What follows belongs to an exercise in optimizing a design on an open flow for small area and a short achievable clock period; a production flow would make more cautious choices. At most, simulation tests tie the RTL to the original design; equivalence was not proved.

## kojisan_scale
module kojisan_scale (
    input  wire        clk,
    input  wire        rst,
    input  wire        in_valid,
    input  wire        in_sel,
    input  wire [15:0] in_raw,
    output reg         out_valid,
    output reg         out_sel,
    output reg  [31:0] out_q
);
For scale: about 590 cells after synthesis, roughly 54 I/O pins, about 5400 um^2 of cells after synthesis.
==> module kojisan_scale, before the edit <==
module kojisan_scale (
    input  wire        clk,
    input  wire        rst,
    input  wire        in_valid,
    input  wire        in_sel,
    input  wire [15:0] in_raw,
    output reg         out_valid,
    output reg         out_sel,
    output reg  [31:0] out_q
);
    reg [15:0] r1; reg s1, v1;
    reg [20:0] p2; reg s2, v2;
    reg [23:0] n3; reg s3, v3;
    wire [20:0] p25 = {1'b0, r1, 4'b0000} + {2'b00, r1, 3'b000} + {5'b00000, r1};
    wire [23:0] n = s2 ? {1'b0, p2, 2'b00} : ({p2, 3'b000} - {3'b000, p2});
    wire [56:0] w = {1'b0, n3, 8'd0, n3} + {17'd0, n3, 16'd0}
                  + (s3 ? 57'h000000001000000 : 57'h1d3000001000000);
    always @(posedge clk) begin
        if (rst) begin v1 <= 1'b0; v2 <= 1'b0; v3 <= 1'b0; out_valid <= 1'b0; end
        else begin v1 <= in_valid; v2 <= v1; v3 <= v2; out_valid <= v3; end
        r1 <= in_raw; s1 <= in_sel;
        p2 <= p25;    s2 <= s1;
        n3 <= n;      s3 <= s2;
        out_q <= w[56:25]; out_sel <= s3;
    end
endmodule
export LEC_CHECK = 0
export CAP_MARGIN = 20
export CORE_MARGIN = 2
export CORE_UTILIZATION = 40
export SLEW_MARGIN = 20
create_clock -name core_clock -period 10.0 [get_ports {clk}]
run.sh (not shown) runs the stock make flow with config.mk's settings and CLKGATE_MAP_FILE= SYNTH_SCRIPT=/design/flow/synth_recipe.tcl, a recipe that flattens the netlist after the stock synthesis.
Edit:
==> flow/design.v (replaced) <==
module kojisan_scale (
    input  wire        clk,
    input  wire        rst,
    input  wire        in_valid,
    input  wire        in_sel,
    input  wire [15:0] in_raw,
    output reg         out_valid,
    output reg         out_sel,
    output wire [31:0] out_q
);
    wire [18:0] p5  = {1'b0, in_raw, 2'b00} + {3'b000, in_raw};
    wire [20:0] p25 = {p5, 2'b00} + {2'b00, p5};
    wire [23:0] n   = in_sel ? {1'b0, p25, 2'b00} : ({p25, 3'b000} - {3'b000, p25});
    reg  [23:0] n_r;
    always @(posedge clk) begin
        if (rst) out_valid <= 1'b0;
        else     out_valid <= in_valid;
        out_sel <= in_sel;
        n_r     <= n;
    end
    wire [56:0] w = {1'b0, n_r, 8'd0, n_r} + {17'd0, n_r, 16'd0}
                  + (out_sel ? 57'h000000001000000 : 57'h1d3000001000000);
    assign out_q = w[56:25];
endmodule
Effect: The changed run passed the timing, design-rule and antenna checks. Final area decreases by 22%. Via count fell by about 1.3%. Core utilization decreases by 0.30 points.

* * *

kojisan_scale, a different RTL version from the one above (not shown whole).
Size in the first run: roughly 78 flip-flops.
==> module kojisan_scale, before the edit <==
module kojisan_scale (
    input  wire        clk,
    input  wire        rst,
    input  wire        in_valid,
    input  wire        in_sel,
    input  wire [15:0] in_raw,
    output reg         out_valid,
    output reg         out_sel,
    output reg  [31:0] out_q
);
    reg [15:0] r1; reg s1, v1;
    reg [23:0] n3; reg s3, v3;
    wire [23:0] n  = s1 ? r1 * 24'd100 : r1 * 24'd175;
    wire [56:0] w = {1'b0, n3, 8'd0, n3} + {17'd0, n3, 16'd0}
                  + (s3 ? 57'h000000001000000 : 57'h1d3000001000000);
    always @(posedge clk) begin
        if (rst) begin v1 <= 1'b0; v3 <= 1'b0; out_valid <= 1'b0; end
        else begin v1 <= in_valid; v3 <= v1; out_valid <= v3; end
        r1 <= in_raw; s1 <= in_sel;
        n3 <= n;      s3 <= s1;
        out_q <= w[56:25]; out_sel <= s3;
    end
endmodule
clock: 10.0 ns
lec_check: 0
cap_margin: 20
core_margin: 2
core_utilization: 40
slew_margin: 20
Next try:
==> flow/design.v (replaced) <==
module kojisan_scale (
    input  wire        clk,
    input  wire        rst,
    input  wire        in_valid,
    input  wire        in_sel,
    input  wire [15:0] in_raw,
    output reg         out_valid,
    output reg         out_sel,
    output reg  [31:0] out_q
);
    reg [15:0] r1; reg s1, v1;
    reg [23:0] n2; reg s2, v2;
    wire [18:0] p5  = {1'b0, r1, 2'b00} + {3'b000, r1};
    wire [20:0] p25 = {p5, 2'b00} + {2'b00, p5};
    wire [23:0] n = s1 ? {1'b0, p25, 2'b00} : ({p25, 3'b000} - {3'b000, p25});
    wire [56:0] w = {1'b0, n2, 8'd0, n2} + {17'd0, n2, 16'd0}
                  + (s2 ? 57'h000000001000000 : 57'h1d3000001000000);
    always @(posedge clk) begin
        if (rst) begin v1 <= 1'b0; v2 <= 1'b0; out_valid <= 1'b0; end
        else begin v1 <= in_valid; v2 <= v1; out_valid <= v2; end
        r1 <= in_raw; s1 <= in_sel;
        n2 <= n;      s2 <= s1;
        out_q <= w[56:25]; out_sel <= s2;
    end
endmodule
Effect: The changed run produced a clean layout. Clock skew went down by 4.3 ps. Global-route usage went up by 0.75 points. Wire length fell by 19%. Worst setup slack degrades by 1800 ps. Via count decreases by 9.3%. Sequential share of layout area goes up by 5.2 points. Clock-buffer cell count stays the same. Synthesized area shrinks by 25%. Die area went down by 24%.
No functional check of the RTL was part of any run of this note.

==> re-timing with driven ports <==
The flow's constraints put no driver on any port. The routed layouts listed below were extracted and timed again, unchanged, in two steps. Step 1 assumes that a clkbuf_16 drives the clock port and a buf_2 every other input. Step 2 also shifts input and output timing later by t, the mid clock arrival at the registers, as if the neighbouring blocks saw the same clock. Slacks: ideal / step 1 / step 2; pairs: ideal / step 1.
| run | t (ns) | slack for setup (ns) | worst setup path after step 2 | worst register clock-pin slew, ns |
|---|---|---|---|---|
| the first run of note 1 | 0.389 | 6.804 / 6.765 / 6.946 | register to register | 0.07 / 0.07 |
| the second run of note 1 | 0.285 | 1.813 / 1.814 / 1.529 | input to register | 0.08 / 0.08 |
| the first run of note 2 | 0.386 | 5.332 / 5.332 / 5.332 | register to register | 0.07 / 0.07 |
| the second run of note 2 | 0.376 | 3.556 / 3.556 / 3.556 | register to register | 0.07 / 0.07 |
After both steps every run listed still meets setup and hold. The setup slack of the second run of note 1, which loses most, moves by +0.001 ns with the drivers and by -0.284 ns with both steps.
